Source: an optimization exercise on an open RTL-to-GDS flow (aim: small area, a short achievable clock period and few clock cycles). Production flows keep margins and buffers that such runs may drop.
No functional check of the RTL was part of any run shown here.
Power is estimated from default activity; no workload was simulated.

===== flow/standard.sh =====
#!/bin/bash
# synth_recipe.tcl (not shown) runs the flow's synth.tcl, then flattens the netlist and writes it again
# the make line also repeats each setting of config.mk as NAME=value (left out here)
make -C /OpenROAD-flow-scripts/flow DESIGN_CONFIG=/design/flow/config.mk WORK_HOME=/design/flow/orfs CLKGATE_MAP_FILE= SYNTH_SCRIPT=/design/flow/synth_recipe.tcl "${@:-finish}"

===== flow/flow/run.sh =====
#!/bin/bash
# Own layout flow: the standard flow (standard.sh, same synthesis script and
# config.mk settings), except that
#  - the substitution layer (module tsc_sub) comes from flow/tsc_sub_map.v, a
#    hand-mapped netlist of the same function in sky130_fd_sc_hd cells;
#  - the ABC buffers are removed at floorplan instead of an early timing repair;
#  - the port buffers are buf_4 cells and the resizer may change a cell's footprint;
#  - timing repair after CTS and global routing aims SETUP_MARGIN ns below the period.
set -euo pipefail
W=$(pwd)
SETUP_MARGIN=${SETUP_MARGIN:-2.5}
awk 'BEGIN{skip=0} /^[ \t]*module[ \t]+tsc_sub[ \t]*[(#]/{skip=1} {if(!skip)print} skip&&/^[ \t]*endmodule/{skip=0}' \
    design.v > layout_design.v
grep -q "module tsc_sub" layout_design.v && { echo "tsc_sub not removed" >&2; exit 1; }
cat flow/tsc_sub_map.v >> layout_design.v
sed "s#^export VERILOG_FILES *=.*#export VERILOG_FILES = $W/layout_design.v#" config.mk > config_own.mk
grep -q "layout_design.v" config_own.mk || { echo "VERILOG_FILES not set" >&2; exit 1; }
sed "s#$W/config.mk#$W/config_own.mk#g" standard.sh > own.sh
grep -q "config_own.mk" own.sh || { echo "config path not replaced" >&2; exit 1; }
bash own.sh REMOVE_ABC_BUFFERS=1 MATCH_CELL_FOOTPRINT=0 \
    "BUFFER_PORTS_ARGS=-buffer_cell sky130_fd_sc_hd__buf_4" \
    SETUP_SLACK_MARGIN=$SETUP_MARGIN finish > own_flow.log 2>&1
test -s out/final.def

===== flow/design.v =====
module tsc_sponge (
    input  wire         clk,
    input  wire         rst,         
    input  wire         cmd_valid,
    output wire         cmd_ready,
    input  wire [1:0]   cmd_op,      
    input  wire [7:0]   din_len,     
    input  wire [485:0] din,         
    output wire [485:0] dout,        
    output wire         absorbed     
);
    localparam N    = 729;
    localparam RATE = 243;
    localparam K    = 3;           
    localparam F    = 3;           
    localparam B    = 8;           
    function [1:0] trot(input [1:0] a, input [1:0] c);
        begin
            case (c)
                2'd1:    trot = {a[0], ~(a[0] | a[1])};    
                2'd2:    trot = {~(a[0] | a[1]), a[1]};    
                default: trot = a;
            endcase
        end
    endfunction
    function [1:0] tadd_port(input [1:0] a, input [1:0] b);
        tadd_port = trot(a, b[1] ? 2'd0 : b[0] ? 2'd2 : 2'd1);
    endfunction
    reg  [2*N-1:0] st;
    reg            abs_flag;
    reg            busy;
    reg            rdy;           
    reg  [4:0]     cnt;
    reg  [1:0]     rm;            
    wire has_data = (din_len != 8'd0);
    wire perm_cmd = (cmd_op == 2'd1) || (cmd_op == 2'd3) ||
                    (cmd_op == 2'd2 && (has_data || !abs_flag));
    wire add_en   = !busy && (cmd_op == 2'd1 || (cmd_op == 2'd2 && has_data));
    wire [2*N*(K+1)-1:0] stage;
    genvar g, i;
    generate
        for (i = 0; i < RATE; i = i + 1) begin : g_abs
            wire take = (cmd_op == 2'd1) || (i < din_len);
            wire pad  = (cmd_op != 2'd1) && (i == din_len);
            assign stage[2*i +: 2] = !add_en ? st[2*i +: 2] :
                                     take    ? tadd_port(st[2*i +: 2], din[2*i +: 2]) :
                                     pad     ? trot(st[2*i +: 2], 2'd2) : st[2*i +: 2];
        end
        assign stage[2*N-1:2*RATE] = st[2*N-1:2*RATE];
        for (g = 0; g < K; g = g + 1) begin : g_rnd
            wire [1:0]     rr = (rm + g) % 3;
            wire [2*N-1:0] sub;
            wire [2*N-1:0] so;
            tsc_sub u_sub (.s(stage[2*N*g +: 2*N]), .t(sub));
            for (i = 0; i < N; i = i + 1) begin : g_scr
                localparam integer J = (i * 376 + 1) % N;
                if (J % 27 == 0) begin : g_c
                    wire [1:0] c = (rr + (J / 27) % 3) % 3;
                    assign so[2*J +: 2] = trot(sub[2*i +: 2], c);
                end else begin : g_p
                    assign so[2*J +: 2] = sub[2*i +: 2];
                end
            end
            assign stage[2*N*(g+1) +: 2*N] = so;
        end
    endgenerate
    wire accept = cmd_valid && !busy;
    always @(posedge clk) begin
        if (rst) begin
            st       <= {2*N{1'b0}};
            abs_flag <= 1'b0;
            busy     <= 1'b0;
            rdy      <= 1'b1;
            cnt      <= 5'd0;
            rm       <= 2'd0;
        end else if (busy) begin
            st <= stage[2*N*K +: 2*N];
            rm <= (rm + K) % 3;
            if (cnt == B - 1) begin
                busy <= 1'b0;
                rdy  <= 1'b1;
                cnt  <= 5'd0;
                rm   <= 2'd0;
            end else begin
                cnt <= cnt + 5'd1;
            end
        end else if (accept) begin
            if (cmd_op == 2'd0) begin
                st       <= {2*N{1'b0}};
                abs_flag <= 1'b0;
            end else if (perm_cmd) begin
                st <= stage[2*N*F +: 2*N];
                if (add_en)
                    abs_flag <= 1'b1;
                busy <= 1'b1;
                rdy  <= 1'b0;
                rm   <= F % 3;
            end
        end
    end
    assign cmd_ready = rdy;
    assign absorbed  = abs_flag;
    generate
        for (i = 0; i < RATE; i = i + 1) begin : g_out
            assign dout[2*i +: 2] = {st[2*i+1], st[2*i] | st[2*i+1]};
        end
    endgenerate
endmodule
module tsc_sub (
    input  wire [1457:0] s,
    output wire [1457:0] t
);
    localparam N = 729;
    function [1:0] tadd(input [1:0] a, input [1:0] b);
        reg za, zb;
        begin
            za = ~(a[0] | a[1]);
            zb = ~(b[0] | b[1]);
            tadd[0] = (za & b[0]) | (a[0] & zb) | (a[1] & b[1]);
            tadd[1] = (za & b[1]) | (a[1] & zb) | (a[0] & b[0]);
        end
    endfunction
    genvar i;
    generate
        for (i = 0; i < N - 1; i = i + 2) begin : g_pair
            wire [1:0] q = tadd(s[2*i +: 2], s[2*(i+1) +: 2]);
            assign t[2*i +: 2]     = tadd(s[2*((i + N - 1) % N) +: 2], q);
            assign t[2*(i+1) +: 2] = tadd(s[2*((i + 2) % N) +: 2], q);
        end
        if (1) begin : g_last
            wire [1:0] q = tadd(s[2*(N-1) +: 2], s[0 +: 2]);
            assign t[2*(N-1) +: 2] = tadd(s[2*(N-2) +: 2], q);
        end
    endgenerate
endmodule

===== flow/config.mk =====
export PLATFORM = sky130hd
export DESIGN_NAME = tsc_sponge
export DESIGN_NICKNAME = tsc_sponge
export VERILOG_FILES = /design/flow/design.v
export SDC_FILE = /design/flow/constraint.sdc
export NUM_CORES = 8
export LEC_CHECK = 0
export CAP_MARGIN = 15
export CORE_MARGIN = 2
export CORE_UTILIZATION = 35
export CTS_CLUSTER_DIAMETER = 150
export CTS_CLUSTER_SIZE = 30
export PLACE_DENSITY = 0.55
export SLEW_MARGIN = 15

===== flow/constraint.sdc =====
create_clock -name core_clock -period 6.5 [get_ports {clk}]
set_input_delay 1.3000 -clock core_clock [delete_from_list [all_inputs] [get_ports {clk}]]
set_output_delay 1.3000 -clock core_clock [all_outputs]
set_load 0.01 [all_outputs]

===== flow/flow/tsc_sub_map.v =====
// Gate-level substitution layer for the layout: the same function as tsc_sub in
// rtl/tsc_sponge.v, written in sky130_fd_sc_hd cells (NAND-NAND sums of products).
module tsc_sub (
    input  wire [1457:0] s,
    output wire [1457:0] t
);
    localparam N = 729;
    wire [N-1:0] z;                       // trit is 0
    genvar i;
    generate
        for (i = 0; i < N; i = i + 1) begin : g_z
            sky130_fd_sc_hd__nor2_1 u_z (.A(s[2*i]), .B(s[2*i+1]), .Y(z[i]));
        end
        for (i = 0; i < N; i = i + 2) begin : g_pair
            localparam integer I0 = i;                        // pair sum q = s[I0] + s[I1]
            localparam integer I1 = (i + 1) % N;
            localparam integer IM = (i + N - 1) % N;          // t[I0] = s[IM] + q
            localparam integer IP = (i + 2) % N;              // t[I1] = s[IP] + q
            wire qp, qm, zq, p1, p2, p3, m1, m2, m3;
            sky130_fd_sc_hd__nand2_1 u_p1 (.A(z[I0]),      .B(s[2*I1]),   .Y(p1));
            sky130_fd_sc_hd__nand2_1 u_p2 (.A(s[2*I0]),    .B(z[I1]),     .Y(p2));
            sky130_fd_sc_hd__nand2_1 u_p3 (.A(s[2*I0+1]),  .B(s[2*I1+1]), .Y(p3));
            sky130_fd_sc_hd__nand3_1 u_qp (.A(p1), .B(p2), .C(p3), .Y(qp));
            sky130_fd_sc_hd__nand2_1 u_m1 (.A(z[I0]),      .B(s[2*I1+1]), .Y(m1));
            sky130_fd_sc_hd__nand2_1 u_m2 (.A(s[2*I0+1]),  .B(z[I1]),     .Y(m2));
            sky130_fd_sc_hd__nand2_1 u_m3 (.A(s[2*I0]),    .B(s[2*I1]),   .Y(m3));
            sky130_fd_sc_hd__nand3_1 u_qm (.A(m1), .B(m2), .C(m3), .Y(qm));
            sky130_fd_sc_hd__nor2_1  u_zq (.A(qp), .B(qm), .Y(zq));
            tsc_add_q u_t0 (.a(s[2*IM +: 2]), .za(z[IM]), .qp(qp), .qm(qm), .zq(zq), .y(t[2*I0 +: 2]));
            if (i < N - 1) begin : g_t1
                tsc_add_q u_t1 (.a(s[2*IP +: 2]), .za(z[IP]), .qp(qp), .qm(qm), .zq(zq), .y(t[2*I1 +: 2]));
            end
        end
    endgenerate
endmodule

// y = a + q, with the zero flags of both operands given
module tsc_add_q (
    input  wire [1:0] a,
    input  wire       za,
    input  wire       qp,
    input  wire       qm,
    input  wire       zq,
    output wire [1:0] y
);
    wire p1, p2, p3, m1, m2, m3;
    sky130_fd_sc_hd__nand2_1 u_p1 (.A(za),   .B(qp), .Y(p1));
    sky130_fd_sc_hd__nand2_1 u_p2 (.A(a[0]), .B(zq), .Y(p2));
    sky130_fd_sc_hd__nand2_1 u_p3 (.A(a[1]), .B(qm), .Y(p3));
    sky130_fd_sc_hd__nand3_1 u_yp (.A(p1), .B(p2), .C(p3), .Y(y[0]));
    sky130_fd_sc_hd__nand2_1 u_m1 (.A(za),   .B(qm), .Y(m1));
    sky130_fd_sc_hd__nand2_1 u_m2 (.A(a[1]), .B(zq), .Y(m2));
    sky130_fd_sc_hd__nand2_1 u_m3 (.A(a[0]), .B(qp), .Y(m3));
    sky130_fd_sc_hd__nand3_1 u_ym (.A(m1), .B(m2), .C(m3), .Y(y[1]));
endmodule

==> metrics.md, run 1 <==
| Metric | Value |
|---|---|
| Status | stopped before the end |
| Failed at | 5_1_grt |
| Log Error | [ERROR GRT-0116] Global routing finished with congestion. Check the congestion regions in the DRC Viewer. |
| Clock tree buffer depth | 4 |
| CTS sink count | 1,468 |
| Max H-tree Level | 3 |
| Main flop type after synthesis | dfxtp_1 |
| First-pass GRT wire length | 3940 mm |
| CTS root buf | clkbuf_16 |
| Setup Slack @ Placement | -1.96 ns |
| Async S/R FF share, synth | 0 |
| Die span in x | 765 um |
| Largest net degree at the start of global routing | 147 |
| Number of synthesized flops with an enable pin | 0 |
| Port Buf Inserts | 986 |
| GR Overflow Total | 17,600 |
| Seq/Total Area, Yosys | 0.145 |
| Mapped Cells | 41,500 |
| Mean Syn Cell Area | 4.88 sq um |
| Die height | 765 um |
| Post-DP HPWL | 2160 mm |
| Post-CTS Hold Fix Bufs | 0 |
| GRT Overall Usage | 0.930 |
| Yosys Warn Count | 1 |
| Unique masters post-synth | 106 |
| Synth Cell Area | 203,000 sq um |
| Synth Register Bits | 1,468 |
| Vias in the first global route | 399,000 |
| Initial Util | 0.351 |
| # rows | 279 |
| Gp weighted congestion | 1.49 |
| IO Pins | 987 |
| Number of CTS-inserted buffers | 100 |
[stage by stage]
stage,cell area (sq um),util,instances,power [W]
floorplan,197000,-,40300,0.173
global placement,298000,0.516,58600,0.546
detailed placement,298000,0.517,58600,0.552
CTS,306000,0.531,58800,0.568
[worst min-delay path by stage]
stage / end / cells after the start / from
detailed placement: st[93]$_SDFFE_PP0P_ / 2 / st[93]$_SDFFE_PP0P_
CTS: st[93]$_SDFFE_PP0P_ / 2 / st[93]$_SDFFE_PP0P_
floorplan: st[10]$_SDFFE_PP0P_ / 2 / st[10]$_SDFFE_PP0P_
global placement: st[437]$_SDFFE_PP0P_ / 2 / st[437]$_SDFFE_PP0P_
[power groups by stage]
stage / registers (W) / logic [W] / clock network [W]
after CTS: 0.0164 / 0.543 / 0.00871
after detailed placement: 0.0166 / 0.535 / 0
after global placement: 0.0166 / 0.529 / 0
after floorplan: 0.0143 / 0.158 / 0
[logic make-up after synthesis]
group	Yosys count	share of synthesized area
XOR/XNOR	4	0.000173
flip-flops	1468	0.145
AO/OA/AOI/OAI	3752	0.110
multiplexers	150	0.00751
AND/OR/NAND/NOR	34600	0.701
adder cells (fa/ha/maj)	5	0.000309
buffers and inverters	1563	0.0359
[cell usage after synthesis (16+ instances only)]
| cell type | number | area share |
|---|---|---|
| buf_1 | 181 | 0.0034 |
| a32oi_1 | 22 | 0.00095 |
| and2_1 | 23 | 0.00071 |
| nor3b_1 | 51 | 0.0019 |
| nand3_1 | 8085 | 0.20 |
| nor3_1 | 212 | 0.0052 |
| inv_1 | 380 | 0.0070 |
| nor2b_1 | 34 | 0.0011 |
| nand2_1 | 21700 | 0.40 |
| o32ai_1 | 17 | 0.00074 |
| or2_2 | 182 | 0.0056 |
| o221ai_1 | 19 | 0.00082 |
| a22oi_1 | 218 | 0.0081 |
| buf_2 | 238 | 0.0059 |
| o22a_1 | 72 | 0.0031 |
| a221oi_1 | 109 | 0.0047 |
| a211oi_1 | 104 | 0.0039 |
| a21oi_1 | 2124 | 0.052 |
| a31oi_1 | 72 | 0.0022 |
| dfxtp_1 | 1468 | 0.15 |
| nand2b_1 | 39 | 0.0012 |
| a22o_1 | 90 | 0.0039 |
| buf_4 | 281 | 0.010 |
| o21a_1 | 22 | 0.00082 |
| nor4_1 | 38 | 0.0012 |
| nand3b_1 | 17 | 0.00063 |
| o32a_1 | 36 | 0.0018 |
| o21ai_0 | 445 | 0.011 |
| clkbuf_1 | 475 | 0.0088 |
| nor2_1 | 4072 | 0.075 |
| mux2i_1 | 135 | 0.0067 |
| o22ai_1 | 157 | 0.0048 |
| o211ai_1 | 22 | 0.00082 |
| a221o_1 | 26 | 0.0013 |
| a21o_1 | 26 | 0.00096 |
| or3_1 | 20 | 0.00062 |
| nand4_1 | 43 | 0.0013 |
| o221a_2 | 16 | 0.00089 |
| a2bb2oi_1 | 26 | 0.0011 |
| o31ai_1 | 33 | 0.0012 |
[metal layers]
layer | overflow | GRT usage
met1 | 568 | 0.913
met2 | 12300 | 1.05
met3 | 512 | 0.849
met4 | 4186 | 0.901
met5 | 47 | 0.709
[repair_timing]
action | CTS
pin swaps | 97
setup endpoints to repair | 1460
cloned | 4
setup buffers | 52
resized for setup | 1027
==> inputs of run 2 (changes only) <==
--- a/flow/design.v
+++ b/flow/design.v
@@ -11,9 +11,9 @@
 );
     localparam N    = 729;
     localparam RATE = 243;
-    localparam K    = 3;           
-    localparam F    = 3;           
-    localparam B    = 8;           
+    localparam K    = 2;           
+    localparam F    = 1;           
+    localparam B    = 13;           
     function [1:0] trot(input [1:0] a, input [1:0] c);
         begin
             case (c)
--- a/flow/flow/run.sh
+++ b/flow/flow/run.sh
@@ -8,7 +8,7 @@
 #  - timing repair after CTS and global routing aims SETUP_MARGIN ns below the period.
 set -euo pipefail
 W=$(pwd)
-SETUP_MARGIN=${SETUP_MARGIN:-2.5}
+SETUP_MARGIN=${SETUP_MARGIN:-3.5}
 awk 'BEGIN{skip=0} /^[ \t]*module[ \t]+tsc_sub[ \t]*[(#]/{skip=1} {if(!skip)print} skip&&/^[ \t]*endmodule/{skip=0}' \
     design.v > layout_design.v
 grep -q "module tsc_sub" layout_design.v && { echo "tsc_sub not removed" >&2; exit 1; }
--- a/flow/config.mk
+++ b/flow/config.mk
@@ -7,8 +7,8 @@
 export LEC_CHECK = 0
 export CAP_MARGIN = 15
 export CORE_MARGIN = 2
-export CORE_UTILIZATION = 35
+export CORE_UTILIZATION = 40
 export CTS_CLUSTER_DIAMETER = 150
 export CTS_CLUSTER_SIZE = 30
-export PLACE_DENSITY = 0.55
+export PLACE_DENSITY = 0.6
 export SLEW_MARGIN = 15
==> metrics.md, run 2 <==
| Metric | Value |
|---|---|
| Yosys Warn Count | 1 |
| Largest net degree at the start of global routing | 192 |
| Adder-cell share of the synthesized area | 0.000464 |
| CTS sink count | 1,468 |
| Log Error | [ERROR GRT-0116] Global routing finished with congestion. Check the congestion regions in the DRC Viewer. |
| Number of synthesized flops with an enable pin | 0 |
| CTS root buf | clkbuf_16 |
| Post-DP HPWL | 1470 mm |
| GR Overflow Total | 8,323 |
| # rows | 233 |
| Number of CTS-inserted buffers | 61 |
| Synth Area in Simple Gates | 0.586 |
| Mapped Cells | 30,000 |
| Async S/R FF share, synth | 0 |
| Synth Register Bits | 1,468 |
| Top-area cell type share of the netlist area | 0.317 |
| GRT Overall Usage | 0.904 |
| Port Buf Inserts | 986 |
| Gp weighted congestion | 1.44 |
| Initial Util | 0.402 |
| Seq/Total Area, Yosys | 0.182 |
| Synth Area in Compound Gates | 0.175 |
| Setup Slack @ Placement | -1.16 ns |
| Failed at | 5_1_grt |
| Mean Syn Cell Area | 5.40 sq um |
| Main flop type after synthesis | dfxtp_1 |
| Post-CTS Hold Fix Bufs | 0 |
| Max H-tree Level | 2 |
| First-pass GRT wire length | 2680 mm |
| Placed insts | 39,900 |
| Status | stopped before the end |
| Unique masters post-synth | 99 |
| Top-count cell post-synth | nand2_1 |
| Xor/xnor cell area share of the yosys netlist | 0.000162 |
| Main combinational cell family by area after synthesis | simple AND/OR/NAND/NOR gates |
| Clock tree buffer depth | 3 |
| Synth top area cells | nand2_1 32%, dfxtp_1 18%, nand3_1 14% |
| Synth Cell Area | 162,000 sq um |
| IO Pins | 987 |
| Vias in the first global route | 281,000 |
| Multiplexer area fraction after synthesis | 0.0123 |
| Biggest area consumer among synthesized cells | nand2_1 |
| Die height | 640 um |
| Most frequent cells after synthesis | 13,700 x nand2_1, 4,458 x nand3_1, 4,355 x nor2_1, 1,468 x dfxtp_1, 1,404 x a222oi_1 |
| Die span in x | 640 um |
==> run 2: power groups by stage <==
stage               clock [W]  sequential [W]  combinational, W
global placement            0          0.0253             0.303
detailed placement          0          0.0255             0.308
floorplan                   0          0.0190             0.139
CTS                   0.00581          0.0253             0.313
==> run 2: logic make-up after synthesis <==
| family | Yosys count |
|---|---|
| buffers and inverters | 1490 |
| AND/OR/NAND/NOR | 23200 |
| multiplexers | 197 |
| flip-flops | 1468 |
| AO/OA/AOI/OAI | 3612 |
| adder cells (fa/ha/maj) | 6 |
| XOR/XNOR | 3 |
==> run 2: repair_timing <==
| item | CTS |
|---|---|
| gates cloned | 5 |
| buffers inserted | 107 |
| endpoints found under the setup margin | 1875 |
| pin swaps | 152 |
| gates resized for setup | 885 |
==> run 2: layer usage <==
metal,GRT usage,GRT overflow
met1,0.896,207
met2,1.01,5558
met3,0.835,247
met4,0.870,2275
met5,0.669,36
==> run 2: worst max-delay path by stage <==
stage | from | to | slack (ns)
after detailed placement | din_len[3] | st[1445]$_SDFFE_PP0P_ | -1.16
after floorplan | busy$_SDFF_PP0_ | st[481]$_SDFFE_PP0P_ | -416.56
after global placement | din_len[3] | st[660]$_SDFFE_PP0P_ | -1.35
after CTS | din_len[0] | st[486]$_SDFFE_PP0P_ | 1.25
==> run 2: metrics by stage <==
stage                     total power (W)  area [sq um]  TNS, ns
after floorplan                     0.158        156000        -
after global placement              0.329        210000  -156.02
after detailed placement            0.333        211000  -162.13
after CTS                           0.344        217000        0
